Context: an optimization exercise on an open-source flow, tuned for small area, a short achievable clock period and few clock cycles per item. The choices shown serve that exercise and are no tape-out recipe.
In this exercise RTL edits were held to simulation tests only and were not proved equivalent to the original.
Power is estimated from default activity; no workload was simulated.

==> flow/design.v <==
module line_codec (
    input  wire        clk,
    input  wire        rst,           
    input  wire        cmd_valid,
    output wire        cmd_ready,
    input  wire [15:0] cmd,
    input  wire [7:0]  len,
    input  wire [63:0] line_in,
    input  wire [63:0] data_in,       
    output reg         done,
    output wire [15:0] rsp,
    output reg  [63:0] line_q,
    output reg  [63:0] data_q,
    output reg  [14:0] crc_q,
    output wire [7:0]  enstat_q
);
    genvar i;
    wire [3:0] op  = cmd[3:0];
    wire [1:0] fmt = cmd[5:4];
    wire       lb  = cmd[6];
    wire       rsv_ok = (cmd[15:7] == 9'd0);
    wire is_crc  = rsv_ok && (op == 4'h1);
    wire is_dec  = rsv_ok && (op == 4'h2);
    wire is_enc  = rsv_ok && (op == 4'h3);
    wire is_chk  = rsv_ok && (op == 4'h4);
    wire bad_format = (is_dec && (fmt == 2'd3)) ||
                      (is_enc && ((fmt == 2'd3) || (fmt == 2'd0)));
    wire len_gt8 = (len[7:4] != 4'd0) || (len[3] && (len[2:0] != 3'd0));
    wire len_gt6 = (len[7:3] != 5'd0) || (len[2:0] == 3'd7);
    wire bad_length = is_enc && ((fmt == 2'd1) ? (!lb && len_gt8)
                                               : ((fmt == 2'd2) && len_gt6));
    wire ok_crc  = is_crc && (fmt == 2'd0) && !lb;
    wire ok_dec  = is_dec && (fmt != 2'd3) && !lb;
    wire ok_enc  = is_enc && (fmt[1] ^ fmt[0]) && !(fmt[0] && lb) && !bad_length;
    wire ok_chk  = is_chk && (fmt == 2'd0) && !lb;
    wire bad_param = !(ok_crc || ok_dec || ok_enc || ok_chk);
    wire bad_opc   = bad_param && !bad_format && !bad_length;
    wire sel_d  = cmd[2] || (cmd[1] && cmd[0]);             
    wire sel_u  = !(cmd[0] || cmd[2] || cmd[4] || cmd[5]);  
    wire sel_lh = !cmd[2] && !(cmd[1] && cmd[0]);           
    wire sel_ll = !cmd[2] && (cmd[0] ? !cmd[1]              
                                     : (cmd[4] || cmd[5]));
    wire sel_lb = sel_d && fmt[1];                          
    wire [7:0] keep = {len[3],
                       len[3] || (len[2] && len[1] && len[0]),
                       len[3] || (len[2] && len[1]),
                       len[3] || (len[2] && (len[1] || len[0])),
                       len[3] || len[2],
                       len[3] || len[2] || (len[1] && len[0]),
                       len[3] || len[2] || len[1],
                       len[3] || len[2] || len[1] || len[0]};
    wire [7:0] sel_dk = {8{cmd[2]}} | ({8{cmd[1] && cmd[0]}} & keep);
    wire [63:0] opnd_d;
    generate
        for (i = 0; i < 48; i = i + 1) begin : g_opl
            lc_ao222 u_op (.a(line_in[i]), .sa(sel_ll),
                           .b(line_in[i + 15]), .sb(sel_u),
                           .c(data_in[i]), .sc(sel_dk[i / 8]),
                           .y(opnd_d[i]));
        end
        for (i = 48; i < 63; i = i + 1) begin : g_oph
            lc_ao22 u_op (.a(line_in[i]), .sa(sel_lh),
                          .b(data_in[i]), .sb(sel_dk[i / 8]),
                          .y(opnd_d[i]));
        end
    endgenerate
    lc_ao222 u_op63 (.a(line_in[63]), .sa(sel_lh),
                     .b(lb), .sb(sel_lb),
                     .c(data_in[63]), .sc(sel_dk[7]),
                     .y(opnd_d[63]));
    wire [2:0] cls_d = ok_crc ? 3'd1 :
                       ok_dec ? {1'b0, 2'd2} + {1'b0, fmt} :
                       ok_enc ? (fmt[1] ? 3'd6 : 3'd5) :
                       ok_chk ? 3'd7 : 3'd0;
    wire [1:0] cause_d = bad_length ? 2'd3 :
                         bad_format ? 2'd2 :
                         bad_opc    ? 2'd1 : 2'd0;
    reg  [63:0] opnd;
    reg         a_v;                        
    reg  [2:0]  a_cls;
    reg  [1:0]  a_cause;
    always @(posedge clk) begin
        a_v     <= cmd_valid && !rst;
        opnd    <= opnd_d;
        a_cls   <= cls_d;
        a_cause <= cause_d;
    end
    wire a_crc  = (a_cls == 3'd1);
    wire a_dec  = (a_cls == 3'd2) || (a_cls == 3'd3) || (a_cls == 3'd4);
    wire a_draw = (a_cls == 3'd3);
    wire a_ddes = (a_cls == 3'd4);
    wire a_enc  = (a_cls == 3'd5) || (a_cls == 3'd6);
    wire a_edes = (a_cls == 3'd6);
    wire a_chk  = (a_cls == 3'd7);
    wire a_bp   = (a_cause != 2'd0);
    wire a_c1   = a_cause[1];
    wire a_c0   = a_cause[0];
    wire [63:0] m = {opnd[62:48], opnd[63], opnd[47:0]};
    wire [14:0] syn;
    wire [14:0] crc_v;
    wire t64;
    wire t65;
    wire t66;
    wire t67;
    wire t68;
    wire t69;
    wire t70;
    wire t71;
    wire t72;
    wire t73;
    wire t74;
    wire t75;
    wire t76;
    wire t77;
    wire t78;
    wire t79;
    wire t80;
    wire t81;
    wire t82;
    wire t83;
    wire t84;
    wire t85;
    wire t86;
    wire t87;
    wire t88;
    wire t89;
    wire t90;
    wire t91;
    wire t92;
    wire t93;
    wire t94;
    wire t95;
    wire t96;
    wire t97;
    wire t98;
    wire t99;
    wire t100;
    wire t101;
    wire t102;
    wire t103;
    wire t104;
    wire t105;
    wire t106;
    wire t107;
    wire t108;
    wire t109;
    wire t110;
    wire t111;
    wire t112;
    wire t113;
    wire t114;
    wire t115;
    wire t116;
    wire t117;
    wire t118;
    wire t119;
    wire t120;
    wire t121;
    wire t122;
    wire t123;
    wire t124;
    wire t125;
    wire u0;
    wire u1;
    wire u2;
    wire u3;
    wire u4;
    wire u5;
    wire u6;
    wire u7;
    wire u8;
    wire u9;
    wire u10;
    wire u11;
    wire u12;
    wire u13;
    wire u14;
    wire u15;
    wire u16;
    wire u17;
    wire u18;
    wire u19;
    wire u20;
    wire u21;
    wire u22;
    wire u23;
    wire u24;
    wire u25;
    wire u26;
    wire u27;
    wire u28;
    wire u29;
    wire u30;
    wire u31;
    wire u32;
    wire u33;
    wire u34;
    wire u35;
    wire u36;
    wire u37;
    wire u38;
    wire u39;
    wire u40;
    wire u41;
    wire u42;
    wire u43;
    wire u44;
    wire u45;
    wire u46;
    wire u47;
    wire u48;
    wire u49;
    wire u50;
    wire u51;
    wire u52;
    wire u53;
    wire u54;
    wire u55;
    wire u56;
    wire u57;
    wire u58;
    wire u59;
    wire u60;
    wire u61;
    wire u62;
    wire u63;
    wire u64;
    wire u65;
    wire u66;
    wire u67;
    wire u68;
    wire u69;
    wire u70;
    wire u71;
    wire u72;
    wire u73;
    wire u74;
    wire u75;
    wire u76;
    wire u77;
    wire u78;
    wire u79;
    wire u80;
    wire u81;
    wire u82;
    wire u83;
    wire u84;
    wire u85;
    wire u86;
    wire u87;
    wire u88;
    wire u89;
    wire u90;
    wire u91;
    wire u92;
    wire u93;
    wire u94;
    wire u95;
    wire u96;
    wire u97;
    wire u98;
    wire u99;
    wire u100;
    wire u101;
    wire u102;
    wire u103;
    wire u104;
    wire u105;
    wire u106;
    wire u107;
    wire u108;
    wire u109;
    wire u110;
    wire u111;
    wire u112;
    wire u113;
    wire u114;
    wire u115;
    wire u116;
    wire u117;
    wire u118;
    wire u119;
    wire u120;
    lc_xor2 x0 (.a(m[2]), .b(m[11]), .y(t64));
    lc_xor2 x1 (.a(m[12]), .b(m[45]), .y(t65));
    lc_xor2 x2 (.a(m[19]), .b(m[21]), .y(t66));
    lc_xor2 x3 (.a(m[25]), .b(m[30]), .y(t67));
    lc_xor2 x4 (.a(m[43]), .b(m[48]), .y(t68));
    lc_xor2 x5 (.a(m[31]), .b(m[47]), .y(t69));
    lc_xor2 x6 (.a(m[44]), .b(m[46]), .y(t70));
    lc_xor2 x7 (.a(m[22]), .b(m[23]), .y(t71));
    lc_xor2 x8 (.a(m[26]), .b(m[32]), .y(t72));
    lc_xor2 x9 (.a(m[1]), .b(m[10]), .y(t73));
    lc_xor2 x10 (.a(m[24]), .b(m[29]), .y(t74));
    lc_xor2 x11 (.a(m[4]), .b(m[9]), .y(t75));
    lc_xor2 x12 (.a(m[13]), .b(t64), .y(t76));
    lc_xor2 x13 (.a(m[5]), .b(m[40]), .y(t77));
    lc_xor2 x14 (.a(m[6]), .b(t72), .y(t78));
    lc_xor2 x15 (.a(t67), .b(t69), .y(t79));
    lc_xor2 x16 (.a(m[17]), .b(m[28]), .y(t80));
    lc_xor2 x17 (.a(m[18]), .b(m[20]), .y(t81));
    lc_xor2 x18 (.a(m[0]), .b(m[38]), .y(t82));
    lc_xor2 x19 (.a(m[27]), .b(m[41]), .y(t83));
    lc_xor2 x20 (.a(m[39]), .b(t75), .y(t84));
    lc_xor2 x21 (.a(t70), .b(t74), .y(t85));
    lc_xor2 x22 (.a(t66), .b(t71), .y(t86));
    lc_xor2 x23 (.a(t65), .b(t68), .y(t87));
    lc_xor2 x24 (.a(m[16]), .b(m[42]), .y(t88));
    lc_xor2 x25 (.a(m[3]), .b(m[14]), .y(t89));
    lc_xor2 x26 (.a(m[8]), .b(t73), .y(t90));
    lc_xor2 x27 (.a(t79), .b(t85), .y(t91));
    lc_xor2 x28 (.a(m[33]), .b(m[36]), .y(t92));
    lc_xor2 x29 (.a(m[11]), .b(m[35]), .y(t93));
    lc_xor2 x30 (.a(m[37]), .b(t82), .y(t94));
    lc_xor2 x31 (.a(m[15]), .b(t77), .y(t95));
    lc_xor2 x32 (.a(m[5]), .b(t81), .y(t96));
    lc_xor2 x33 (.a(m[6]), .b(t89), .y(t97));
    lc_xor2 x34 (.a(t83), .b(t88), .y(t98));
    lc_xor2 x35 (.a(m[34]), .b(t80), .y(t99));
    lc_xor2 x36 (.a(t76), .b(t78), .y(t100));
    lc_xor2 x37 (.a(t84), .b(t86), .y(t101));
    lc_xor2 x38 (.a(m[3]), .b(m[37]), .y(t102));
    lc_xor2 x39 (.a(m[13]), .b(m[25]), .y(t103));
    lc_xor2 x40 (.a(m[38]), .b(m[39]), .y(t104));
    lc_xor2 x41 (.a(m[7]), .b(m[31]), .y(t105));
    lc_xor2 x42 (.a(m[32]), .b(m[46]), .y(t106));
    lc_xor2 x43 (.a(m[12]), .b(m[15]), .y(t107));
    lc_xor2 x44 (.a(m[19]), .b(m[36]), .y(t108));
    lc_xor2 x45 (.a(m[21]), .b(m[22]), .y(t109));
    lc_xor2 x46 (.a(m[18]), .b(m[23]), .y(t110));
    lc_xor2 x47 (.a(m[1]), .b(m[43]), .y(t111));
    lc_xor2 x48 (.a(t77), .b(t81), .y(t112));
    lc_xor2 x49 (.a(m[4]), .b(t107), .y(t113));
    lc_xor2 x50 (.a(t83), .b(t92), .y(t114));
    lc_xor2 x51 (.a(t74), .b(t106), .y(t115));
    lc_xor2 x52 (.a(m[33]), .b(t73), .y(t116));
    lc_xor2 x53 (.a(t80), .b(t93), .y(t117));
    lc_xor2 x54 (.a(t90), .b(t96), .y(t118));
    lc_xor2 x55 (.a(t70), .b(t113), .y(t119));
    lc_xor2 x56 (.a(t87), .b(t90), .y(t120));
    lc_xor2 x57 (.a(t87), .b(t97), .y(t121));
    lc_xor2 x58 (.a(t78), .b(t105), .y(t122));
    lc_xor2 x59 (.a(t76), .b(t95), .y(t123));
    lc_xor2 x60 (.a(m[17]), .b(t94), .y(t124));
    lc_xor2 x61 (.a(t91), .b(t100), .y(t125));
    lc_xor2 x62 (.a(m[20]), .b(m[27]), .y(u0));
    lc_xor2 x63 (.a(m[29]), .b(m[49]), .y(u1));
    lc_xor2 x64 (.a(m[7]), .b(t64), .y(u2));
    lc_xor2 x65 (.a(t66), .b(t75), .y(u3));
    lc_xor2 x66 (.a(u0), .b(u1), .y(u4));
    lc_xor2 x67 (.a(t116), .b(u2), .y(u5));
    lc_xor2 x68 (.a(u3), .b(u4), .y(u6));
    lc_xor2 x69 (.a(t121), .b(t124), .y(u7));
    lc_xor2 x70 (.a(u5), .b(u6), .y(u8));
    lc_xor2 x71 (.a(u7), .b(u8), .y(syn[0]));
    lc_xor2 x72 (.a(m[28]), .b(m[30]), .y(u9));
    lc_xor2 x73 (.a(m[34]), .b(m[3]), .y(u10));
    lc_xor2 x74 (.a(m[50]), .b(m[7]), .y(u11));
    lc_xor2 x75 (.a(t104), .b(t109), .y(u12));
    lc_xor2 x76 (.a(u10), .b(u11), .y(u13));
    lc_xor2 x77 (.a(u9), .b(t76), .y(u14));
    lc_xor2 x78 (.a(u12), .b(u13), .y(u15));
    lc_xor2 x79 (.a(t118), .b(t119), .y(u16));
    lc_xor2 x80 (.a(u14), .b(u15), .y(u17));
    lc_xor2 x81 (.a(u16), .b(u17), .y(syn[1]));
    lc_xor2 x82 (.a(m[16]), .b(m[29]), .y(u18));
    lc_xor2 x83 (.a(m[35]), .b(m[51]), .y(u19));
    lc_xor2 x84 (.a(m[8]), .b(t65), .y(u20));
    lc_xor2 x85 (.a(t69), .b(t77), .y(u21));
    lc_xor2 x86 (.a(u18), .b(u19), .y(u22));
    lc_xor2 x87 (.a(t76), .b(t97), .y(u23));
    lc_xor2 x88 (.a(u20), .b(u21), .y(u24));
    lc_xor2 x89 (.a(u22), .b(t101), .y(u25));
    lc_xor2 x90 (.a(u23), .b(u24), .y(u26));
    lc_xor2 x91 (.a(u25), .b(u26), .y(syn[2]));
    lc_xor2 x92 (.a(m[30]), .b(m[45]), .y(u27));
    lc_xor2 x93 (.a(m[52]), .b(t111), .y(u28));
    lc_xor2 x94 (.a(u27), .b(t114), .y(u29));
    lc_xor2 x95 (.a(t115), .b(t86), .y(u30));
    lc_xor2 x96 (.a(t94), .b(u28), .y(u31));
    lc_xor2 x97 (.a(t123), .b(u29), .y(u32));
    lc_xor2 x98 (.a(u30), .b(u31), .y(u33));
    lc_xor2 x99 (.a(u32), .b(u33), .y(syn[3]));
    lc_xor2 x100 (.a(m[0]), .b(m[10]), .y(u34));
    lc_xor2 x101 (.a(m[11]), .b(m[45]), .y(u35));
    lc_xor2 x102 (.a(m[53]), .b(m[7]), .y(u36));
    lc_xor2 x103 (.a(t68), .b(u34), .y(u37));
    lc_xor2 x104 (.a(u35), .b(u36), .y(u38));
    lc_xor2 x105 (.a(t98), .b(t99), .y(u39));
    lc_xor2 x106 (.a(u37), .b(u38), .y(u40));
    lc_xor2 x107 (.a(t101), .b(t91), .y(u41));
    lc_xor2 x108 (.a(u39), .b(u40), .y(u42));
    lc_xor2 x109 (.a(u41), .b(u42), .y(syn[4]));
    lc_xor2 x110 (.a(m[42]), .b(m[54]), .y(u43));
    lc_xor2 x111 (.a(t71), .b(t72), .y(u44));
    lc_xor2 x112 (.a(u43), .b(t112), .y(u45));
    lc_xor2 x113 (.a(t117), .b(u44), .y(u46));
    lc_xor2 x114 (.a(t120), .b(t91), .y(u47));
    lc_xor2 x115 (.a(u45), .b(u46), .y(u48));
    lc_xor2 x116 (.a(u47), .b(u48), .y(syn[5]));
    lc_xor2 x117 (.a(m[55]), .b(m[9]), .y(u49));
    lc_xor2 x118 (.a(t110), .b(t66), .y(u50));
    lc_xor2 x119 (.a(u49), .b(t114), .y(u51));
    lc_xor2 x120 (.a(t87), .b(u50), .y(u52));
    lc_xor2 x121 (.a(u51), .b(u52), .y(u53));
    lc_xor2 x122 (.a(t125), .b(u53), .y(syn[6]));
    lc_xor2 x123 (.a(m[42]), .b(m[56]), .y(u54));
    lc_xor2 x124 (.a(t109), .b(t111), .y(u55));
    lc_xor2 x125 (.a(t75), .b(t82), .y(u56));
    lc_xor2 x126 (.a(u54), .b(t99), .y(u57));
    lc_xor2 x127 (.a(u55), .b(u56), .y(u58));
    lc_xor2 x128 (.a(u57), .b(u58), .y(u59));
    lc_xor2 x129 (.a(t125), .b(u59), .y(syn[7]));
    lc_xor2 x130 (.a(m[44]), .b(m[57]), .y(u60));
    lc_xor2 x131 (.a(t93), .b(u60), .y(u61));
    lc_xor2 x132 (.a(t78), .b(t79), .y(u62));
    lc_xor2 x133 (.a(t96), .b(u61), .y(u63));
    lc_xor2 x134 (.a(t101), .b(t124), .y(u64));
    lc_xor2 x135 (.a(u62), .b(u63), .y(u65));
    lc_xor2 x136 (.a(u64), .b(u65), .y(syn[8]));
    lc_xor2 x137 (.a(m[24]), .b(m[27]), .y(u66));
    lc_xor2 x138 (.a(m[48]), .b(m[58]), .y(u67));
    lc_xor2 x139 (.a(t104), .b(t65), .y(u68));
    lc_xor2 x140 (.a(t73), .b(t92), .y(u69));
    lc_xor2 x141 (.a(u66), .b(u67), .y(u70));
    lc_xor2 x142 (.a(t112), .b(t86), .y(u71));
    lc_xor2 x143 (.a(u68), .b(u69), .y(u72));
    lc_xor2 x144 (.a(u70), .b(t122), .y(u73));
    lc_xor2 x145 (.a(u71), .b(u72), .y(u74));
    lc_xor2 x146 (.a(u73), .b(u74), .y(syn[9]));
    lc_xor2 x147 (.a(m[40]), .b(m[41]), .y(u75));
    lc_xor2 x148 (.a(m[59]), .b(t103), .y(u76));
    lc_xor2 x149 (.a(t71), .b(t82), .y(u77));
    lc_xor2 x150 (.a(t89), .b(u75), .y(u78));
    lc_xor2 x151 (.a(t115), .b(t84), .y(u79));
    lc_xor2 x152 (.a(t99), .b(u76), .y(u80));
    lc_xor2 x153 (.a(u77), .b(u78), .y(u81));
    lc_xor2 x154 (.a(t120), .b(u79), .y(u82));
    lc_xor2 x155 (.a(u80), .b(u81), .y(u83));
    lc_xor2 x156 (.a(u82), .b(u83), .y(syn[10]));
    lc_xor2 x157 (.a(m[14]), .b(m[26]), .y(u84));
    lc_xor2 x158 (.a(m[35]), .b(m[41]), .y(u85));
    lc_xor2 x159 (.a(m[42]), .b(m[47]), .y(u86));
    lc_xor2 x160 (.a(m[60]), .b(t110), .y(u87));
    lc_xor2 x161 (.a(t67), .b(u84), .y(u88));
    lc_xor2 x162 (.a(u85), .b(u86), .y(u89));
    lc_xor2 x163 (.a(t116), .b(t84), .y(u90));
    lc_xor2 x164 (.a(t85), .b(u87), .y(u91));
    lc_xor2 x165 (.a(u88), .b(u89), .y(u92));
    lc_xor2 x166 (.a(t123), .b(u90), .y(u93));
    lc_xor2 x167 (.a(u91), .b(u92), .y(u94));
    lc_xor2 x168 (.a(u93), .b(u94), .y(syn[11]));
    lc_xor2 x169 (.a(m[10]), .b(m[24]), .y(u95));
    lc_xor2 x170 (.a(m[26]), .b(m[34]), .y(u96));
    lc_xor2 x171 (.a(m[61]), .b(t108), .y(u97));
    lc_xor2 x172 (.a(t64), .b(u95), .y(u98));
    lc_xor2 x173 (.a(u96), .b(t79), .y(u99));
    lc_xor2 x174 (.a(t95), .b(t98), .y(u100));
    lc_xor2 x175 (.a(u97), .b(u98), .y(u101));
    lc_xor2 x176 (.a(t121), .b(u100), .y(u102));
    lc_xor2 x177 (.a(u101), .b(u99), .y(u103));
    lc_xor2 x178 (.a(u102), .b(u103), .y(syn[12]));
    lc_xor2 x179 (.a(m[20]), .b(m[62]), .y(u104));
    lc_xor2 x180 (.a(t102), .b(t103), .y(u105));
    lc_xor2 x181 (.a(t68), .b(u104), .y(u106));
    lc_xor2 x182 (.a(t117), .b(t98), .y(u107));
    lc_xor2 x183 (.a(u105), .b(u106), .y(u108));
    lc_xor2 x184 (.a(t119), .b(t122), .y(u109));
    lc_xor2 x185 (.a(u107), .b(u108), .y(u110));
    lc_xor2 x186 (.a(u109), .b(u110), .y(syn[13]));
    lc_xor2 x187 (.a(m[0]), .b(m[28]), .y(u111));
    lc_xor2 x188 (.a(m[44]), .b(m[47]), .y(u112));
    lc_xor2 x189 (.a(m[48]), .b(m[63]), .y(u113));
    lc_xor2 x190 (.a(m[9]), .b(t102), .y(u114));
    lc_xor2 x191 (.a(t108), .b(t88), .y(u115));
    lc_xor2 x192 (.a(u111), .b(u112), .y(u116));
    lc_xor2 x193 (.a(u113), .b(u114), .y(u117));
    lc_xor2 x194 (.a(u115), .b(u116), .y(u118));
    lc_xor2 x195 (.a(t100), .b(t118), .y(u119));
    lc_xor2 x196 (.a(u117), .b(u118), .y(u120));
    lc_xor2 x197 (.a(u119), .b(u120), .y(syn[14]));
    lc_xor2 x198 (.a(syn[0]), .b(m[49]), .y(crc_v[0]));
    lc_xor2 x199 (.a(syn[1]), .b(m[50]), .y(crc_v[1]));
    lc_xor2 x200 (.a(syn[2]), .b(m[51]), .y(crc_v[2]));
    lc_xor2 x201 (.a(syn[3]), .b(m[52]), .y(crc_v[3]));
    lc_xor2 x202 (.a(syn[4]), .b(m[53]), .y(crc_v[4]));
    lc_xor2 x203 (.a(syn[5]), .b(m[54]), .y(crc_v[5]));
    lc_xor2 x204 (.a(syn[6]), .b(m[55]), .y(crc_v[6]));
    lc_xor2 x205 (.a(syn[7]), .b(m[56]), .y(crc_v[7]));
    lc_xor2 x206 (.a(syn[8]), .b(m[57]), .y(crc_v[8]));
    lc_xor2 x207 (.a(syn[9]), .b(m[58]), .y(crc_v[9]));
    lc_xor2 x208 (.a(syn[10]), .b(m[59]), .y(crc_v[10]));
    lc_xor2 x209 (.a(syn[11]), .b(m[60]), .y(crc_v[11]));
    lc_xor2 x210 (.a(syn[12]), .b(m[61]), .y(crc_v[12]));
    lc_xor2 x211 (.a(syn[13]), .b(m[62]), .y(crc_v[13]));
    lc_xor2 x212 (.a(syn[14]), .b(m[63]), .y(crc_v[14]));
    wire        crc_ok = (syn == 15'd0);
    wire        ones   = &opnd;
    wire [2:0]  a_cnt  = (opnd[15:0]  == 16'hA5A5) +
                         (opnd[31:16] == 16'h5A5A) +
                         (opnd[47:32] == 16'hA5A5) +
                         (opnd[63:48] == 16'h5A5A);
    wire        mm     = a_ddes && !ones && !crc_ok;
    assign cmd_ready = 1'b1;
    reg [5:0] rsp_r;                        
    reg [3:0] enstat_r;
    assign rsp      = {8'd0, rsp_r[5:4], rsp_r[3], 1'b0, rsp_r[2:1], rsp_r[3], rsp_r[0]};
    assign enstat_q = {4'd0, enstat_r};
    reg rst_q;
    always @(posedge clk) rst_q <= rst;
    wire go      = a_v && !rst_q;
    wire wr_crc  = go && a_crc;
    wire dlo_early = go && a_dec && (!a_ddes || ones);
    wire dlo_chk   = go && a_ddes && !ones;
    wire [3:0] zg;                          
    lc_nor4 u_zg0 (.a(!dlo_chk), .b(syn[0]),  .c(syn[1]),  .d(syn[2]),  .y(zg[0]));
    lc_nor4 u_zg1 (.a(syn[3]),   .b(syn[4]),  .c(syn[5]),  .d(syn[6]),  .y(zg[1]));
    lc_nor4 u_zg2 (.a(syn[7]),   .b(syn[8]),  .c(syn[9]),  .d(syn[10]), .y(zg[2]));
    lc_nor4 u_zg3 (.a(syn[11]),  .b(syn[12]), .c(syn[13]), .d(syn[14]), .y(zg[3]));
    wire wr_dlo, ho_dlo;
    lc_a41o  u_wr (.a(zg), .b(dlo_early), .y(wr_dlo));
    lc_a41oi u_ho (.a(zg), .b(dlo_early || rst_q), .y(ho_dlo));
    wire wr_dhi  = go && a_draw;
    wire wr_line = go && a_enc;
    wire wr_lraw = go && a_enc && !a_edes;
    wire wr_ldes = go && a_edes;
    wire wr_chk  = go && a_chk;
    wire ho_crc  = !rst_q && !wr_crc;
    wire ho_dhi  = !rst_q && !wr_dhi;
    wire ho_line = !rst_q && !wr_line;
    wire [14:0] crc_d;
    wire [63:0] data_d, line_d;
    generate
        for (i = 0; i < 15; i = i + 1) begin : g_crc
            lc_ao22 u_c (.a(crc_v[i]), .sa(wr_crc), .b(crc_q[i]), .sb(ho_crc),
                         .y(crc_d[i]));
            lc_ao222 u_lc (.a(opnd[48 + i]), .sa(wr_lraw), .b(crc_v[i]), .sb(wr_ldes),
                           .c(line_q[48 + i]), .sc(ho_line), .y(line_d[48 + i]));
        end
        for (i = 0; i < 48; i = i + 1) begin : g_lo
            lc_ao22 u_d (.a(opnd[i]), .sa(wr_dlo), .b(data_q[i]), .sb(ho_dlo),
                         .y(data_d[i]));
            lc_ao22 u_l (.a(opnd[i]), .sa(wr_line), .b(line_q[i]), .sb(ho_line),
                         .y(line_d[i]));
        end
        for (i = 48; i < 64; i = i + 1) begin : g_dh
            lc_ao22 u_d (.a(opnd[i]), .sa(wr_dhi), .b(data_q[i]), .sb(ho_dhi),
                         .y(data_d[i]));
        end
    endgenerate
    lc_ao22 u_l63 (.a(opnd[63]), .sa(wr_line), .b(line_q[63]), .sb(ho_line),
                   .y(line_d[63]));
    wire [5:0] rsp_n = {a_dec && !mm && opnd[63],               
                        a_ddes && ones,                         
                        mm,                                     
                        a_c1, a_c0,                             
                        a_bp};                                  
    always @(posedge clk) begin
        done     <= a_v && !rst;
        rsp_r    <= rst_q ? 6'd0 : (a_v ? rsp_n : rsp_r);
        enstat_r <= rst_q ? 4'd0 : (a_v && a_chk ? {(a_cnt != 3'd0), a_cnt} : enstat_r);
        crc_q    <= crc_d;
        data_q   <= data_d;
        line_q   <= line_d;
    end
endmodule
module lc_xor2 (
    input  wire a,
    input  wire b,
    output wire y
);
    assign y = a ^ b;
endmodule
module lc_ao22 (
    input  wire a,
    input  wire sa,
    input  wire b,
    input  wire sb,
    output wire y
);
    assign y = (a & sa) | (b & sb);
endmodule
module lc_ao222 (
    input  wire a,
    input  wire sa,
    input  wire b,
    input  wire sb,
    input  wire c,
    input  wire sc,
    output wire y
);
    assign y = (a & sa) | (b & sb) | (c & sc);
endmodule
module lc_nor4 (
    input  wire a,
    input  wire b,
    input  wire c,
    input  wire d,
    output wire y
);
    assign y = !(a | b | c | d);
endmodule
module lc_a41o (
    input  wire [3:0] a,
    input  wire       b,
    output wire       y
);
    assign y = (&a) | b;
endmodule
module lc_a41oi (
    input  wire [3:0] a,
    input  wire       b,
    output wire       y
);
    assign y = !((&a) | b);
endmodule
==> flow/flow/run.sh <==
#!/bin/bash
# Standard ORFS layout, with the port buffers made from the smallest buffer
# cell, a clock tree of clkbuf_8 (clusters of up to 12 sinks) without dummy loads, and the
# timing repair aimed at a setup slack of MARGIN ns at the 9 ns clock.
set -euo pipefail
MARGIN=$(cat flow/margin.txt)
bash standard.sh \
  BUFFER_PORTS_ARGS="-buffer_cell sky130_fd_sc_hd__buf_1" \
  CTS_ARGS="-sink_clustering_enable -repair_clock_nets -dont_use_dummy_load -buf_list {sky130_fd_sc_hd__clkbuf_8} -sink_clustering_size 12 -sink_clustering_max_diameter 40" \
  SETUP_SLACK_MARGIN=$MARGIN \
  finish > standard.log 2>&1
==> flow/flow/margin.txt <==
6.0
==> flow/standard.sh <==
#!/bin/bash
# synth_recipe.tcl (not shown) runs the flow's synth.tcl, then flattens the netlist and writes it again
# the make line also repeats each setting of config.mk as NAME=value (left out here)
make -C /OpenROAD-flow-scripts/flow DESIGN_CONFIG=/design/flow/config.mk WORK_HOME=/design/flow/orfs CLKGATE_MAP_FILE= SYNTH_SCRIPT=/design/flow/synth_recipe.tcl "${@:-finish}"
==> flow/config.mk <==
export PLATFORM = sky130hd
export DESIGN_NAME = line_codec
export DESIGN_NICKNAME = line_codec
export VERILOG_FILES = /design/flow/design.v
export SDC_FILE = /design/flow/constraint.sdc
export NUM_CORES = 4
export LEC_CHECK = 0
export ABC_CLOCK_PERIOD_IN_PS = 3000
export CAP_MARGIN = 20
export CORE_MARGIN = 2
export CORE_UTILIZATION = 45
export SLEW_MARGIN = 20
export SYNTH_HIERARCHICAL = 1
export SYNTH_MINIMUM_KEEP_SIZE = 0
==> flow/constraint.sdc <==
create_clock -name core_clock -period 9.0 [get_ports {clk}]
set_input_delay 1.8000 -clock core_clock [delete_from_list [all_inputs] [get_ports {clk}]]
set_output_delay 1.8000 -clock core_clock [all_outputs]
set_load 0.01 [all_outputs]
==> metrics.md, run 1 <==
| Metric | Value |
|---|---|
| DIE WIDTH | about 150 um |
| Yosys cell types | 48 |
| Hold WC Path Type | reg2reg |
| CTS tree | yes |
| Core area | 21,200 sq um |
| Combinational power share | 0.494 |
| Status | timing/DRC/antenna clean |
| CP Data Arrival Time | 3530 ps |
| Largest net degree at the start of global routing | 65 |
| Antenna Nets Post-Route | 0 |
| Number of global-route vias before repair | 8,815 |
| Post-route insts no fill | 1,540 |
| Crit-path leading delay family | XOR/XNOR gates |
| Final period util | 0.338 |
| Avg WL per Cell | 25.0 um |
| P_int | roughly 1.9 mW |
| Total CTS buffers | 27 |
| WP buf/inv | 2 |
| Syn Std Cell Area | roughly 9800 sq um |
| Min-Delay Startpoint | data_q[11] |
| Gr ovfl total | 0 |
| Layout cells sized above 1 | 0.168 |
| CTS Sinks | 225 |
| Reg power frac | 0.334 |
| Asr flop ratio synth | 0 |
| CTS Root Cell | clkbuf_8 |
| Tightest Pin Transition | 1040 ps |
| Post-synth EDFFs | 0 |
| DR vias | 9,094 |
| RR Endpoint | data_q[44] |
| I/O pins | 324 |
| Crit. End Element | flip-flop |
| Max-cap check violation count | 0 |
| Ys Warns | 7 |
| FMAX | 329 MHz |
| Final WL | 38.5 mm |
| Seq cells post-synth | 225 |
| Flop-to-flop setup slack | 5960 ps |
| Worst Hold End | data_q[11] |
| Rel. slew slack | 0.304 |
| Gpl congestion | 0.921 |
| Crit path launch type | flip-flop |
| Clock latency (worst-skew pair) | 560 ps |
| Dpl cells | 1,482 |
| Final Power | ~3.5 mW |
| Worst vdd ir | 0.152 mV |
| RSZ-0062 raised after global routing | true |
| Final Max Slew Viols | 0 |
| Initial Utilization | 0.462 |
| Clock network power share | 0.173 |
| Worst reg2reg path depth | 10 |
| Post-Layout Inst Area | 13,000 sq um |
| GRT Total Usage | 0.321 |
| DR pass1 iterations | 9 |
| FF-to-FF Start | opnd[3] |
| Vias per cell | between 5 and 6 |
| Switching power | between 1.5 and 2 mW |
| Register area share after synthesis | 0.461 |
| Starting DRC count in detailed routing | 1,080 |
| Port Buffers | 309 |
| Setup CP Type | reg2reg |
| CP max-delay cell | dfxtp_4 |
| Sw frac | 0.446 |
| Hold_buf cts | 0 |
| Final setup viols | 0 |
| Final core utilization | 0.615 |
| First-pass GRT wire length | between 50 and 60 mm |
| Reg clk slew, reported paths | ~80 ps |
| Pleak | 5.16 nW |
| H-Tree Depth | 1 |
| Period minus WS final | 3040 ps |
| Worst EP required | approximately 9500 ps |
| TNS Setup | 0 ps |
| Top FF cell, synth | dfxtp_1 |
| Highest net fanout along the worst path | 48 |
| Total Die Area | roughly 23,000 sq um |
| Hold depth | 1 |
| Bufs on Longest Clock Path | 3 |
| PwrDens | about 270 nW/um^2 |
| Initial antenna violation count | 2 |
| Placed Area | 11,400 sq um |
| Die Y | 151 um |
| Setup Skew | approximately 31 ps |
| Post-DP HPWL | between 20 and 30 mm |
| Area grow syn2layout | 33.2% |
| Row count | 53 |
| Fill count | 1,815 |
| Fin. Hold Viols | 0 |
| Max stage delay on crit path | 470 ps |
| Layout Nets | between 1,000 and 1,500 |
| Post-Synthesis Cells | 896 |
| Cell mode on critical path | xor2_2 |
| CP Cell Sequence | xor2_2 -> xor2_2 -> xor2_2 -> xor2_1 -> xor2_2 -> nor4_4 -> buf_4 -> a41oi_4 -> buf_12 -> a22o_1 |
| Syn_area_per_cell | between 10 and 15 sq um |
| DRC viols | 0 |
[Yosys stat by module (local to each module, per instance)]
module	cells	flops+latches	copies in the design
lc_a41oi	1	0	1
lc_a41o	1	0	1
line_codec	406	225	1
lc_xor2	1	0	213
lc_nor4	1	0	4
lc_ao22	1	0	143
lc_ao222	2	0	64
[metrics by stage]
step	hold WS, ps	setup WS (ps)
finish	474	5960
CTS	473	5930
global placement	456	4970
detailed placement	452	4890
global route	485	5860
floorplan	465	5550
[how the worst max path moves through the flow]
stage                  start         end  slack, ps  cells after the start
global route         opnd[3]  data_q[25]       5860                     10
floorplan             cmd[0]     opnd[0]       5550                      5
finish               opnd[3]  data_q[44]       5960                     10
global placement      cmd[2]    opnd[50]       4970                      6
detailed placement    cmd[0]    opnd[50]       4890                      6
CTS                 opnd[11]  data_q[25]       5930                     10
[worst reg2reg max path, cell delays in order (launching register included)]
cell	delay [ps]
dfxtp_4	470
xor2_2	290
xor2_2	280
xor2_2	270
xor2_1	330
xor2_2	330
nor4_4	60
buf_4	190
a41oi_4	250
buf_12	250
a22o_1	240
[synth_stat cells, drive strengths merged (2+ instances only)]
library cell	instances	area share
a31oi	2	0.0013
clkbuf	5	0.0019
mux2i	5	0.0051
nand4	25	0.018
or2	2	0.0013
nor3b	4	0.0031
a21oi	6	0.0035
nand3	3	0.0015
nor2b	5	0.0032
nor2	24	0.0092
a21o	2	0.0015
a211oi	2	0.0015
nand2	12	0.0046
a222oi	64	0.066
o31a	2	0.0018
conb	2	0.00077
nor3	9	0.0046
inv	70	0.027
xor2	213	0.19
nor4	28	0.024
a22o	143	0.13
ha	6	0.0077
nand2b	2	0.0013
o32ai	2	0.0018
buf	16	0.012
dfxtp	225	0.46
[state kept, by name, indices dropped and copies added (netlist names)]
signal,count
data_q,64
line_q,64
opnd,64
crc_q,15
rsp_r,6
enstat_r,4
a_cls,3
a_cause,2
a_v,1
done,1
rst_q,1
[layout make-up]
class	instances	area, sq um	area share
Antenna cell	3	7.51	0.000577
Clock buffer	27	372	0.0286
Inverter	70	263	0.0202
Multi-Input combinational cell	596	5920	0.455
Sequential cell	225	4620	0.355
Tap cell	275	344	0.0264
Timing Repair Buffer	344	1480	0.114
[layer usage]
layer | up-vias | track usage | wire length [um]
li1 | 4035 | - | -
met3 | 80 | 0.0979 | 3760
met1 | 4410 | 0.403 | 15000
met2 | 567 | 0.522 | 18600
met4 | 2 | 0.115 | 1160
met5 | - | 0 | 13
[layout by cell type (no fill, tap or decap), types with 9 or more instances in the layout]
cell	Yosys	final
xor2_4	0	23
conb_1	2	14
nor4_1	22	20
a222oi_1	64	64
xor2_1	213	141
buf_1	1	306
dfxtp_4	0	23
nor3_1	9	9
nand2_1	12	12
xor2_2	0	49
buf_4	15	27
clkbuf_8	0	27
dfxtp_2	0	25
nor2_1	24	20
inv_1	70	70
nand4_1	24	24
dfxtp_1	225	177
a22o_1	143	143
[repair_timing]
item                                    CTS  global route
gates resized for setup                  76           103
gates cloned                              4             0
endpoints found under the hold margin     0             0
endpoints found under the setup margin  111           141
pin swaps                                 9            20
setup buffers                             6            18
[cell families (layout without fill, tap and decap cells)]
family	after synthesis	in the layout	share of synthesized area
multiplexers	5	5	0.00512
adder cells (fa/ha/maj)	7	7	0.00973
other	2	17	0.000769
buffers and inverters	91	441	0.0407
flip-flops	225	225	0.461
AND/OR/NAND/NOR	117	117	0.0726
XOR/XNOR	213	213	0.191
AO/OA/AOI/OAI	236	240	0.219
[power groups by stage]
stage                     Sequential, mW  Combinational, mW  Clock [mW]
final                               1.15               1.70       0.596
after global routing                1.15               1.78       0.641
after CTS                           1.13               1.48       0.605
after detailed placement            1.15               1.17           0
after global placement              1.15               1.17           0
after floorplan                     1.10              0.877           0
Testbench counts, summed over its fixed seeds: cycles 4,808, items 4,800.
==> inputs of run 2 (changes only) <==
--- a/flow/design.v
+++ b/flow/design.v
@@ -517,9 +517,14 @@
     lc_nor4 u_zg1 (.a(syn[3]),   .b(syn[4]),  .c(syn[5]),  .d(syn[6]),  .y(zg[1]));
     lc_nor4 u_zg2 (.a(syn[7]),   .b(syn[8]),  .c(syn[9]),  .d(syn[10]), .y(zg[2]));
     lc_nor4 u_zg3 (.a(syn[11]),  .b(syn[12]), .c(syn[13]), .d(syn[14]), .y(zg[3]));
-    wire wr_dlo, ho_dlo;
-    lc_a41o  u_wr (.a(zg), .b(dlo_early), .y(wr_dlo));
-    lc_a41oi u_ho (.a(zg), .b(dlo_early || rst_q), .y(ho_dlo));
+    wire       ho_early = dlo_early || rst_q;
+    wire [3:0] wr_dlo, ho_dlo;
+    generate
+        for (i = 0; i < 4; i = i + 1) begin : g_dlo
+            lc_a41o  u_wr (.a(zg), .b(dlo_early), .y(wr_dlo[i]));
+            lc_a41oi u_ho (.a(zg), .b(ho_early),  .y(ho_dlo[i]));
+        end
+    endgenerate
     wire wr_dhi  = go && a_draw;
     wire wr_line = go && a_enc;
     wire wr_lraw = go && a_enc && !a_edes;
@@ -538,7 +543,7 @@
                            .c(line_q[48 + i]), .sc(ho_line), .y(line_d[48 + i]));
         end
         for (i = 0; i < 48; i = i + 1) begin : g_lo
-            lc_ao22 u_d (.a(opnd[i]), .sa(wr_dlo), .b(data_q[i]), .sb(ho_dlo),
+            lc_ao22 u_d (.a(opnd[i]), .sa(wr_dlo[i / 12]), .b(data_q[i]), .sb(ho_dlo[i / 12]),
                          .y(data_d[i]));
             lc_ao22 u_l (.a(opnd[i]), .sa(wr_line), .b(line_q[i]), .sb(ho_line),
                          .y(line_d[i]));
==> flow/flow/margin.txt (replaced) <==
5.9
==> run 2 against run 1 <==
Net effect:
- critical path type unchanged
- cell area is 0.41% higher
- combinational power is 6% higher
- cell count is 1.1% higher
- first-iteration DRC count is 23% higher
- critical endpoint is now data_q[16]
==> metrics.md, run 2 <==
| Metric | Value |
|---|---|
| Dpl cells | 1,489 (+0.47%) |
| Layout Nets | 1,440 (+0.98%) |
| Final Max Slew Viols | 0 (unchanged) |
| Reg clk slew, reported paths | 60 ps (-20 ps) |
| RSZ-0062 raised after global routing | true |
| Register area share after synthesis | 0.457 (-0.00369) |
| Final WL | 39.8 mm (+3.2%) |
| Commonest non-fill, non-tap cell in the layout | buf_1 |
| Footprint of the multi-input gates | 5850 sq um (-1.2%) |
| Period minus WS final | 3090 ps (+43.3 ps) |
| Syn_area_per_cell | 10.9 sq um (+0.14%) |
| Pleak | 5.22 nW (+1.3%) |
| WHS | 463 ps (-11.3 ps) |
| Seq cells post-synth | 225 (unchanged) |
| Crit. End Element | flip-flop |
| Status | timing/DRC/antenna clean |
| Post-DP HPWL | 28.1 mm (+7.0%) |
| Initial antenna violation count | 1 (-1) |
| Number of global-route vias before repair | 9,206 (+4.4%) |
| Commonest cells after routing, fill and taps aside | buf_1, dfxtp_1, xor2_1 |
| Syn Std Cell Area | 9850 sq um (+0.81%) |
| CP max-delay cell | dfxtp_2 |
| Row count | 54 (+1.9%) |
| Core area | 21,600 sq um (+2.2%) |
| Gpl congestion | 0.956 (+3.7%) |
| Cell taking the most area after synthesis | dfxtp_1 |
| Highest net fanout along the worst path | 12 (-75%) |
| Die Y | 152 um (+0.39%) |
| CTS tree | yes |
| Gr ovfl total | 0 (unchanged) |
| Worst reg2reg path depth | 11 (+1) |
| DIE WIDTH | 152 um (+0.39%) |
| CP Data Arrival Time | 3470 ps (-60 ps) |
| Largest net degree at the start of global routing | 50 (-23%) |
| Top cells by area, synth | dfxtp_1, xor2_1, a22o_1, a222oi_1, inv_1 |
| Top FF cell, synth | dfxtp_1 |
| H-Tree Depth | 2 (+1) |
| Total CTS buffers | 34 (+26%) |
| Final period util | 0.343 (+0.00481) |
| Final setup viols | 0 (unchanged) |
| Hold WC Path Type | reg2reg |
| TNS Setup | 0 ps (unchanged) |
| Flop-to-flop setup slack | 5910 ps (-40 ps) |
| Total Die Area | 23,100 sq um (+0.79%) |
| Post-synth EDFFs | 0 (unchanged) |
| DR pass1 iterations | 9 (unchanged) |
| Biggest regs | data_q x64, line_q x64, opnd x64 |
| CTS Root Cell | clkbuf_8 |
| Register area | 4600 sq um (-0.38%) |
| Fill count | 1,919 (+5.7%) |
| Rel. slew slack | 0.253 (-0.0509) |
| Count leader, synth | dfxtp_1 |
| DR vias | 9,407 (+3.4%) |
| CTS Sinks | 225 (unchanged) |
| Layout cells sized above 1 | 0.168 (-0.000276) |
| CP Cell Sequence | xor2_4 -> xor2_2 -> xor2_1 -> xor2_1 -> xor2_2 -> nor4_4 -> buf_4 -> buf_4 -> a41oi_4 -> buf_12 -> a22o_1 |
| Ys Warns | 7 (unchanged) |
| Clock latency (worst-skew pair) | 530 ps (-30 ps) |
| Worst vdd ir | 0.213 mV (+40%) |
| Initial Utilization | 0.455 (-0.00632) |
| DRC viols | 0 (unchanged) |
| Worst EP required | 9390 ps (-100 ps) |
| Hold_buf cts | 0 (unchanged) |
| FMAX | 324 MHz (-1.4%) |
| Max-cap check violation count | 0 (unchanged) |
| Post-route insts no fill | 1,557 (+1.1%) |
| Antenna Nets Post-Route | 0 (unchanged) |
| Post-Synthesis Cells | 902 (+0.67%) |
| Asr flop ratio synth | 0 (unchanged) |
| Setup CP Type | reg2reg |
| Crit path launch type | flip-flop |
| Avg WL per Cell | 25.6 um (+2.1%) |
| Setup Skew | 56.3 ps (+24.9 ps) |
| Vias per cell | 6.04 (+2.3%) |
| Fin. Hold Viols | 0 (unchanged) |
| Starting DRC count in detailed routing | 1,331 (+23%) |
| First-pass GRT wire length | 57.7 mm (+6.2%) |
| Yosys cell types | 48 (unchanged) |
| Share of the synthesized area in the top cell type | 0.457 (-0.00369) |
| Bufs on Longest Clock Path | 3 (unchanged) |
| Tightest Pin Transition | 1120 ps (+76.1 ps) |
| Max stage delay on crit path | 490 ps (+20 ps) |
| Hold depth | 1 (unchanged) |
| Port Buffers | 309 (unchanged) |
| GRT Total Usage | 0.327 (+0.00595) |
| Area grow syn2layout | 32.7% |
| I/O pins | 324 (unchanged) |
| PwrDens | 278 nW/um^2 (+4.8%) |
| Synth cell count leaders | dfxtp_1, xor2_1, a22o_1, inv_1, a222oi_1 |
==> run 2: cell types whose count changed after synthesis <==
cell | before | now
a41oi_2 | 1 | 4
a41o_1 | 1 | 4
==> run 2: area by class of cell <==
class,count,area share
repair buffers,344,0.117
clock buffers,34,0.0358
inverters,70,0.0201
well taps,280,0.0268
diodes,1,0.000191
flip-flops and latches,225,0.352
multi-input cells,603,0.448
==> run 2: worst paths after layout <==
kind,from,endpoint
max,opnd[38],data_q[16]
min,line_q[6],line_q[6]
max reg2reg,opnd[38],data_q[16]
min reg2reg,line_q[6],line_q[6]
==> run 2: timing repair <==
action                                  4_1_cts  5_1_grt
resized for setup                            94       67
pin swaps                                    16       17
buffers inserted                             16       12
endpoints found under the setup margin      114       94
cloned                                        5        0
==> run 2: routing by layer <==
metal	track usage	vias to the layer above	share of wire
met1	0.431	4544	0.39
met2	0.525	683	0.47
met3	0.0687	93	0.10
li1	-	4087	-
met5	0	-	0
met4	0.132	0	0.036
==> run 2: where the power goes <==
group          internal, mW  switching [mW]
Clock                 0.334           0.348
Combinational         0.668            1.13
Sequential             1.03           0.122
==> run 2: modules after synthesis, one instance, submodules excluded <==
| module | cell area [sq um] | copies in the design | flops+latches | cells |
|---|---|---|---|---|
| lc_nor4 | 12.5 | 4 | 0 | 1 |
| lc_xor2 | 8.76 | 213 | 0 | 1 |
| lc_ao222 | 13.8 | 64 | 0 | 2 |
| lc_a41o | 10.0 | 4 | 0 | 1 |
| line_codec | 5690 | 1 | 225 | 406 |
| lc_a41oi | 16.3 | 4 | 0 | 1 |
| lc_ao22 | 8.76 | 143 | 0 | 1 |
==> run 2: cell families (layout without fill, tap and decap cells) <==
kind of cell    count (synthesis)  in the layout  share of synthesized area
fa+ha+maj                       7              7                    0.00966
compound gates                242            246                      0.225
simple gates                  117            118                     0.0720
mux                             5              5                    0.00508
xor+xnor                      213            213                      0.189
other cells                     2             15                   0.000763
buf+inv                        91            448                     0.0404
flops                         225            225                      0.457
==> run 2: per-stage QoR <==
step / cell area, sq um / utilization / total power [mW] / worst slack [ps]
finish: 13100 / 0.604 / 3.63 / 5910
global placement: 11400 / 0.527 / 2.41 / 4710
CTS: 12600 / 0.581 / 3.42 / 5900
floorplan: 9990 / - / 2.04 / 5550
detailed placement: 11400 / 0.527 / 2.40 / 4690
global route: 13100 / 0.604 / 3.77 / 5790
==> run 2: worst max-delay path, delay by kind of cell (launching register included) <==
kind | cells | cell delay, ps
AOI/OAI and AO/OA | 2 | 330
and+or+nand+nor | 1 | 280
xor gates and xnor gates | 5 | 1280
buffers and inverters | 3 | 570
DFF | 1 | 490
Testbench counts of run 2, summed over its fixed seeds: cycles 4,808, items 4,800.
==> inputs of run 3 (changes only) <==
--- a/flow/design.v
+++ b/flow/design.v
@@ -79,11 +79,19 @@
     reg         a_v;                        
     reg  [2:0]  a_cls;
     reg  [1:0]  a_cause;
+    reg         a_ones;                     
+    reg  [2:0]  a_cnt;                      
+    wire [2:0] en_count = (data_in[15:0]  == 16'hA5A5) +
+                          (data_in[31:16] == 16'h5A5A) +
+                          (data_in[47:32] == 16'hA5A5) +
+                          (data_in[63:48] == 16'h5A5A);
     always @(posedge clk) begin
         a_v     <= cmd_valid && !rst;
         opnd    <= opnd_d;
         a_cls   <= cls_d;
         a_cause <= cause_d;
+        a_ones  <= &line_in;
+        a_cnt   <= en_count;
     end
     wire a_crc  = (a_cls == 3'd1);
     wire a_dec  = (a_cls == 3'd2) || (a_cls == 3'd3) || (a_cls == 3'd4);
@@ -495,11 +503,7 @@
     lc_xor2 x211 (.a(syn[13]), .b(m[62]), .y(crc_v[13]));
     lc_xor2 x212 (.a(syn[14]), .b(m[63]), .y(crc_v[14]));
     wire        crc_ok = (syn == 15'd0);
-    wire        ones   = &opnd;
-    wire [2:0]  a_cnt  = (opnd[15:0]  == 16'hA5A5) +
-                         (opnd[31:16] == 16'h5A5A) +
-                         (opnd[47:32] == 16'hA5A5) +
-                         (opnd[63:48] == 16'h5A5A);
+    wire        ones   = a_ones;
     wire        mm     = a_ddes && !ones && !crc_ok;
     assign cmd_ready = 1'b1;
     reg [5:0] rsp_r;                        
@@ -517,14 +521,9 @@
     lc_nor4 u_zg1 (.a(syn[3]),   .b(syn[4]),  .c(syn[5]),  .d(syn[6]),  .y(zg[1]));
     lc_nor4 u_zg2 (.a(syn[7]),   .b(syn[8]),  .c(syn[9]),  .d(syn[10]), .y(zg[2]));
     lc_nor4 u_zg3 (.a(syn[11]),  .b(syn[12]), .c(syn[13]), .d(syn[14]), .y(zg[3]));
-    wire       ho_early = dlo_early || rst_q;
-    wire [3:0] wr_dlo, ho_dlo;
-    generate
-        for (i = 0; i < 4; i = i + 1) begin : g_dlo
-            lc_a41o  u_wr (.a(zg), .b(dlo_early), .y(wr_dlo[i]));
-            lc_a41oi u_ho (.a(zg), .b(ho_early),  .y(ho_dlo[i]));
-        end
-    endgenerate
+    wire wr_dlo, ho_dlo;
+    lc_a41o  u_wr (.a(zg), .b(dlo_early), .y(wr_dlo));
+    lc_a41oi u_ho (.a(zg), .b(dlo_early || rst_q), .y(ho_dlo));
     wire wr_dhi  = go && a_draw;
     wire wr_line = go && a_enc;
     wire wr_lraw = go && a_enc && !a_edes;
@@ -543,7 +542,7 @@
                            .c(line_q[48 + i]), .sc(ho_line), .y(line_d[48 + i]));
         end
         for (i = 0; i < 48; i = i + 1) begin : g_lo
-            lc_ao22 u_d (.a(opnd[i]), .sa(wr_dlo[i / 12]), .b(data_q[i]), .sb(ho_dlo[i / 12]),
+            lc_ao22 u_d (.a(opnd[i]), .sa(wr_dlo), .b(data_q[i]), .sb(ho_dlo),
                          .y(data_d[i]));
             lc_ao22 u_l (.a(opnd[i]), .sa(wr_line), .b(line_q[i]), .sb(ho_line),
                          .y(line_d[i]));
==> run 3 against run 2 <==
Net effect:
- register-to-register slack worse by 40 ps
- count of clock-buffer cells in the layout is 5 lower
- via count is 4.0% lower
- sequential share of layout area is 1.2 points higher
- power is 5.9% lower
- still clean
- critical endpoint is now data_q[23]
- clock skew is 21 ps higher
- core utilization is 1.9 points lower
- hold slack better by 7.2 ps
- synthesized cell count is 1.0% higher
- sequential power hardly changed
- die area is 0.43% higher
==> metrics.md, run 3 <==
| Metric | Value |
|---|---|
| First-pass GRT wire length | 54.5 mm (-5.5%) |
| Top FF cell, synth | dfxtp_1 |
| Number of global-route vias before repair | 8,863 (-3.7%) |
| Antenna Nets Post-Route | 0 (unchanged) |
| H-Tree Depth | 1 (-1) |
| Final core utilization | 0.585 (-0.0189) |
| Syn_area_per_cell | 10.9 sq um (-0.55%) |
| Tightest Pin Transition | 1110 ps (-11.4 ps) |
| Setup CP Type | reg2reg |
| P_int | 1.92 mW (-5.5%) |
| Total Die Area | 23,200 sq um (+0.43%) |
| WHS | 470 ps (+7.24 ps) |
| I/O pins | 324 (unchanged) |
| Xor/xnor share of the synthesized area | 0.190 (about the same) |
| PwrDens | 269 nW/um^2 (-3.2%) |
| Commonest non-fill, non-tap cell in the layout | buf_1 |
| Initial antenna violation count | 0 (-1) |
| Setup Skew | 77.0 ps (+20.7 ps) |
| Reg clk slew, reported paths | 60 ps (about the same) |
| Synth Area in Compound Gates | 0.214 (-0.0112) |
| TNS Setup | 0 ps (unchanged) |
| Layout cells sized above 1 | 0.142 (-0.0260) |
| CP Data Arrival Time | 3580 ps (+110 ps) |
| Post-synth EDFFs | 0 (unchanged) |
| Avg WL per Cell | 24.4 um (-4.5%) |
| Worst reg2reg path depth | 10 (-1) |
| Main combinational cell family by area after synthesis | compound AO/OA/AOI/OAI gates |
| Port Buffers | 309 (unchanged) |
| DR vias | 9,032 (-4.0%) |
| Min-Delay Startpoint | line_q[33] |
| Share of the synthesized area in the top cell type | 0.464 (+0.00607) |
| FMAX | 320 MHz (-1.4%) |
| Core area | 21,700 sq um (+0.31%) |
| FF-to-FF Start | opnd[18] |
| Clock network power share | 0.182 (-0.006) |
| Synth cell count leaders | dfxtp_1, xor2_1, a22o_1, inv_1, a222oi_1 |
| Reg power frac | 0.332 (+0.014) |
| Post-Synthesis Cells | 911 (+1.0%) |
| DRC viols | 0 (unchanged) |
| Status | timing/DRC/antenna clean |
| Syn Std Cell Area | 9890 sq um (+0.44%) |
| RR Endpoint | data_q[23] |
| Largest net degree at the start of global routing | 65 (+30%) |
| Gpl congestion | 0.941 (-1.6%) |
| Post-DP HPWL | 27.5 mm (-2.3%) |
| Post-Synth Adder-Cell Area | 0.00961 (-0.0000428) |
| Biggest regs | data_q x64, line_q x64, opnd x64 |
| DR pass1 iterations | 14 (+5) |
| Fill count | 1,917 (-0.10%) |
| Asr flop ratio synth | 0 (unchanged) |
| Footprint of the multi-input gates | 5710 sq um (-2.5%) |
| Switching power | 1.49 mW (-6.5%) |
| Yosys cell types | 47 (-2.1%) |
| Hold depth | 1 (unchanged) |
| Crit. End Element | flip-flop |
| Initial Utilization | 0.456 (+0.000600) |
| CTS Sinks | 229 (+1.8%) |
| Crit path launch type | flip-flop |
| Gr ovfl total | 0 (unchanged) |
| Area grow syn2layout | 28.4% |
| Commonest cells after routing, fill and taps aside | buf_1, dfxtp_1, xor2_1 |
| Simple-Gate Fraction of Synth Area | 0.0762 (+0.00411) |
| Register area | 4630 sq um (+0.52%) |
| Sw frac | 0.437 (-0.00261) |
| CTS Root Cell | clkbuf_8 |
| Final WL | 37.8 mm (-4.9%) |
| Portion of netlist area occupied by mux cells | 0.00506 (-0.0000225) |
| Pleak | 5.15 nW (-1.4%) |
| ANT cells | 0 (-1) |
| Cell taking the most area after synthesis | dfxtp_1 |
| Flop-to-flop setup slack | 5870 ps (-40 ps) |
| Hold WC Path Type | reg2reg |
| Register area share after synthesis | 0.464 (+0.00607) |
| DIE WIDTH | 152 um (+0.22%) |
| Ys Warns | 7 (unchanged) |
| Hold_buf cts | 0 (unchanged) |
| CTS tree | yes |
| Die Y | 152 um (+0.22%) |
| Clock latency (worst-skew pair) | 580 ps (+50 ps) |
| Final Max Slew Viols | 0 (unchanged) |
| Fin. Hold Viols | 0 (unchanged) |
| Worst vdd ir | 0.168 mV (-21%) |
| RSZ-0062 raised after global routing | true |
| Worst EP required | 9450 ps (+60 ps) |
| Worst Hold End | line_q[33] |
| Bufs on Longest Clock Path | 3 (unchanged) |
| Starting DRC count in detailed routing | 1,044 (-22%) |
| Max-cap check violation count | 0 (unchanged) |
| Final period util | 0.348 (+0.00473) |
| Row count | 54 (unchanged) |
| Highest net fanout along the worst path | 48 (+36) |
| Rel. slew slack | 0.260 (+0.00762) |
| Seq cells post-synth | 229 (+1.8%) |
| GRT Total Usage | 0.304 (-0.0224) |
| Combinational power share | 0.485 (-0.009) |
| Layout Nets | 1,434 (-0.42%) |
| Final setup viols | 0 (unchanged) |
| Total CTS buffers | 29 (-15%) |
| Period minus WS final | 3130 ps (+42.6 ps) |
| Vias per cell | 5.83 (-3.6%) |
| Top cells by area, synth | dfxtp_1, xor2_1, a22o_1, a222oi_1, inv_1 |
| Count leader, synth | dfxtp_1 |
| Crit. Startpoint | opnd[18] |
## run 3: how the worst max path moves through the flow
stage,cells past startpoint,end
after floorplan,5,a_cnt[1]
after global placement,6,opnd[21]
after detailed placement,6,opnd[20]
after CTS,10,data_q[20]
after global routing,9,rsp_r[5]
final,10,data_q[23]
## run 3: logic make-up after synthesis
family / count (synthesis)
DFF: 229
other: 2
xor gates and xnor gates: 214
muxes: 5
adders and majority gates: 7
and+or+nand+nor: 122
AOI/OAI and AO/OA: 240
buffers and inverters: 92
## run 3: layout make-up
type / count / area share
clock buffer: 29 / 0.0314
multi-input combinational: 609 / 0.449
inverter: 72 / 0.0213
timing repair buffer: 331 / 0.106
sequential: 229 / 0.364
tap: 280 / 0.0276
## run 3: power groups by stage
stage	logic (mW)	registers, mW	clock network (mW)
after floorplan	0.872	1.10	0
after global placement	1.18	1.14	0
after detailed placement	1.18	1.14	0
after CTS	1.47	1.13	0.636
after global routing	1.74	1.14	0.677
final	1.66	1.14	0.623
## run 3: through the flow
step	instances	total power, mW	area, sq um	setup WS [ps]
floorplan	923	1.98	10000	5570
global route	1550	3.55	12700	5790
finish	1550	3.42	12700	5870
CTS	1537	3.23	12300	5880
global placement	1499	2.32	11400	4660
detailed placement	1499	2.32	11400	4650
## run 3: repair_timing
item,CTS,global route
cloned,4,3
pin swaps,7,18
gates resized for setup,57,66
buffers inserted,5,10
endpoints found under the hold margin,0,0
endpoints found under the setup margin,122,112
## run 3: worst max-delay path, cell delays in order (launching register included)
cell and delay, ps:
dfxtp_1 530, xor2_2 330, xor2_2 320, xor2_1 220, xor2_1 310, xor2_2 180, nor4_4 280, buf_4 220
a41oi_4 140, buf_12 200, a22o_1 220
## run 3: metal layers
layer  wire, um  share of wire  global-route usage
met5          0              0                   0
met4       1060          0.028               0.101
met3       3800           0.10              0.0734
met2      17900           0.47               0.492
met1      15100           0.40               0.402
## run 3: modules after synthesis (local to each module, per instance)
module,copies in the design,cell area (sq um),flip-flops and latches
lc_nor4,4,12.5,0
lc_ao222,64,13.8,0
lc_a41oi,1,16.3,0
lc_ao22,143,8.76,0
lc_xor2,213,8.76,0
lc_a41o,1,10.0,0
line_codec,1,5820,229
Testbench counts of run 3, summed over its fixed seeds: cycles 4,808, items 4,800.
==> inputs of run 4 (changes only) <==
==> flow/flow/margin.txt (replaced) <==
6.0
==> run 4 against run 3 <==
Net effect:
- still clean
- maximum frequency decreased by 1.5%
- combinational power increased by 33%
- non-clock buffer count increased by 61
- worst setup slack got worse by 49 ps
- power increased by 16%
- synthesized area unchanged
- global-route usage increased by 0.57 points
- clock skew decreased by 7.1 ps
- critical path type unchanged
- largest power group unchanged
- highest routed layer unchanged
==> metrics.md, run 4 <==
| Metric | Value |
|---|---|
| Syn Std Cell Area | 9890 sq um (unchanged) |
| Count leader, synth | dfxtp_1 |
| Ys Warns | 7 (unchanged) |
| Avg WL per Cell | 25.7 um (+5.1%) |
| Yosys cell types | 47 (unchanged) |
| Crit. End Element | flip-flop |
| Synth Area in Compound Gates | 0.214 (unchanged) |
| Top cells by area, synth | dfxtp_1, xor2_1, a22o_1, a222oi_1, inv_1 |
| Total CTS buffers | 29 (unchanged) |
| DIE WIDTH | 152 um (unchanged) |
| Bufs on Longest Clock Path | 3 (unchanged) |
| GRT Total Usage | 0.310 (+0.00571) |
| Post-synth EDFFs | 0 (unchanged) |
| FMAX | 315 MHz (-1.5%) |
| Commonest non-fill, non-tap cell in the layout | buf_1 |
| Final core utilization | 0.641 (+0.0556) |
| CP Data Arrival Time | 3640 ps (+60 ps) |
| Worst EP required | 9470 ps (+20 ps) |
| Total Die Area | 23,200 sq um (unchanged) |
| Setup Skew | 69.9 ps (-7.10 ps) |
| Setup CP Type | reg2reg |
| Tightest Pin Transition | 1130 ps (+23.2 ps) |
| Rel. slew slack | 0.244 (-0.0169) |
| Crit path launch type | flip-flop |
| DR vias | 9,722 (+7.6%) |
| Final period util | 0.353 (+0.00540) |
| Vias per cell | 6.02 (+3.4%) |
| Share of the synthesized area in the top cell type | 0.464 (unchanged) |
| Status | timing/DRC/antenna clean |
| Asr flop ratio synth | 0 (unchanged) |
| PwrDens | 285 nW/um^2 (+6.1%) |
| Period minus WS final | 3180 ps (+48.6 ps) |
| Simple-Gate Fraction of Synth Area | 0.0762 (unchanged) |
| Port Buffers | 309 (unchanged) |
| Fin. Hold Viols | 0 (unchanged) |
| First-pass GRT wire length | 55.5 mm (+1.7%) |
| H-Tree Depth | 1 (unchanged) |
| DP Worst Slack | 4560 ps (-85.9 ps) |
| I/O pins | 324 (unchanged) |
| Xor/xnor share of the synthesized area | 0.190 (unchanged) |
| Clock latency (worst-skew pair) | 590 ps (about the same) |
| Seq cells post-synth | 229 (unchanged) |
| Fill count | 1,762 (-8.1%) |
| Final WL | 41.4 mm (+9.4%) |
| Final setup viols | 0 (unchanged) |
| Number of global-route vias before repair | 8,946 (+0.94%) |
| Synth cell count leaders | dfxtp_1, xor2_1, a22o_1, inv_1, a222oi_1 |
| CTS Root Cell | clkbuf_8 |
| Area grow syn2layout | 40.6% |
| Max-cap check violation count | 0 (unchanged) |
| DRC viols | 0 (unchanged) |
| Core area | 21,700 sq um (unchanged) |
| Reg clk slew, reported paths | 50 ps (about the same) |
| Initial antenna violation count | 0 (unchanged) |
| RSZ-0062 raised after global routing | true |
| Initial Utilization | 0.456 (unchanged) |
| Highest net fanout along the worst path | 11 (-77%) |
| Row count | 54 (unchanged) |
| Hold WC Path Type | reg2reg |
| ANT cells | 0 (unchanged) |
| Top FF cell, synth | dfxtp_1 |
| Register area share after synthesis | 0.464 (unchanged) |
| Syn_area_per_cell | 10.9 sq um (unchanged) |
| Main combinational cell family by area after synthesis | compound AO/OA/AOI/OAI gates |
| Post-Synthesis Cells | 911 (unchanged) |
| Commonest cells after routing, fill and taps aside | buf_1, dfxtp_1, a22o_1 |
| Gpl congestion | 0.980 (+4.2%) |
| Biggest regs | data_q x64, line_q x64, opnd x64 |
| Post-Synth Adder-Cell Area | 0.00961 (unchanged) |
| Portion of netlist area occupied by mux cells | 0.00506 (unchanged) |
| DR pass1 iterations | 15 (+1) |
| Largest net degree at the start of global routing | 65 (unchanged) |
| Pleak | 5.62 nW (+9.1%) |
| Layout cells sized above 1 | 0.217 (+0.0757) |
| Post-DP HPWL | 27.4 mm (-0.45%) |
| Gr ovfl total | 0 (unchanged) |
| Starting DRC count in detailed routing | 1,399 (+34%) |
| CTS Sinks | 229 (unchanged) |
| Worst setup margin | 5820 ps (-48.6 ps) |
| CTS tree | yes |
| Die Y | 152 um (unchanged) |
| Worst vdd ir | 0.228 mV (+36%) |
| Antenna Nets Post-Route | 0 (unchanged) |
| Final Max Slew Viols | 0 (unchanged) |
| Cell taking the most area after synthesis | dfxtp_1 |
| Final Power | 3.97 mW (+16%) |
| TNS Setup | 0 ps (unchanged) |
| Layout Nets | 1,498 (+4.5%) |
[run 4: area by class of cell]
cell class / instances / area (sq um) / area share
sequential: 229 / 4730 / 0.340
tap: 280 / 350 / 0.0252
clock buffer: 29 / 399 / 0.0287
timing repair buffer: 392 / 1890 / 0.136
inverter: 72 / 270 / 0.0194
multi-input combinational: 612 / 6270 / 0.451
[run 4: cells by family after synthesis]
family | count (synthesis)
fa+ha+maj | 7
flops | 229
other cells | 2
buf+inv | 92
mux | 5
xor+xnor | 214
compound gates | 240
simple gates | 122
[run 4: final timing paths]
check | from | end | slack (ps) | cells after the start
max | opnd[39] | data_q[5] | 5820 | 11
max reg2reg | opnd[39] | data_q[5] | 5820 | 11
min reg2reg | data_q[3] | data_q[3] | 470 | 1
min | data_q[3] | data_q[3] | 470 | 1
[run 4: per-module statistics from Yosys (local to each module, per instance)]
| module | cells | flops+latches | copies in the design | area (sq um) |
|---|---|---|---|---|
| lc_xor2 | 1 | 0 | 213 | 8.76 |
| lc_a41oi | 1 | 0 | 1 | 16.3 |
| lc_ao222 | 2 | 0 | 64 | 13.8 |
| lc_ao22 | 1 | 0 | 143 | 8.76 |
| line_codec | 421 | 229 | 1 | 5820 |
| lc_a41o | 1 | 0 | 1 | 10.0 |
| lc_nor4 | 1 | 0 | 4 | 12.5 |
[run 4: timing repair]
item	4_1_cts	5_1_grt
gates cloned	5	7
pin swaps	17	38
setup buffers	17	57
hold buffers	0	0
resized for setup	108	125
setup endpoints to repair	124	120
endpoints found under the hold margin	0	0
[run 4: power breakdown]
| group | switching, mW | internal, mW |
|---|---|---|
| sequential | 0.0947 | 1.05 |
| combinational | 1.35 | 0.850 |
| clock | 0.342 | 0.283 |
| total | 1.79 | 2.18 |
[run 4: per-layer routing]
layer	routed length [um]	track usage
met1	16200	0.417
met3	4160	0.0666
met2	19300	0.495
met5	0	0
met4	1680	0.113
[run 4: worst max-delay path, stage by stage (launching register included)]
cell and delay [ps]:
dfxtp_2 450, xor2_1 360, xor2_2 190, xor2_1 350, xor2_2 310, xor2_2 190, nor4_4 320, buf_4 190
a41oi_4 140, buf_4 190, clkbuf_16 180, a22o_1 180
[run 4: through the flow]
stage / std cells / instance area (sq um) / hold WS (ps)
after detailed placement: 1499 / 11500 / 455
after global routing: 1614 / 13900 / 480
after global placement: 1499 / 11500 / 455
final: 1614 / 13900 / 469
after floorplan: 923 / 10100 / 460
after CTS: 1550 / 12600 / 472

-- afterwards: timing with drivers on the ports --
The flow's constraints put no driver on any port. The routed layouts listed below were extracted and timed again, unchanged, in two steps.
Step 1 sets driving cells, clkbuf_16 on the clock port and buf_2 on the other inputs (assumed; they add their load-dependent delay and slew).
Step 2 times the ports against the registers' clock, not the clock port: input delays grow and output delays shrink by t, the midpoint of the rising clock arrivals with the driver on.
Three values: no drivers, after step 1, after step 2; two values: the first two.
run | t, ns | setup slack, ns | worst setup path at the end | clock arrival spread, ns | cell pins on the clock port's net
run 1 | 0.596 | 5.957 / 5.957 / 5.465 | input to register | 0.032 / 0.032 | 1
run 2 | 0.540 | 5.914 / 5.914 / 5.398 | input to register | 0.056 / 0.056 | 1
run 3 | 0.584 | 5.871 / 5.871 / 5.392 | input to register | 0.077 / 0.077 | 1
run 4 | 0.587 | 5.822 / 5.822 / 5.432 | input to register | 0.100 / 0.100 | 1
After both steps every run listed still meets setup and hold. The setup slack of run 2, which loses most, moves by 0.000 ns with the drivers and by -0.516 ns with both steps.
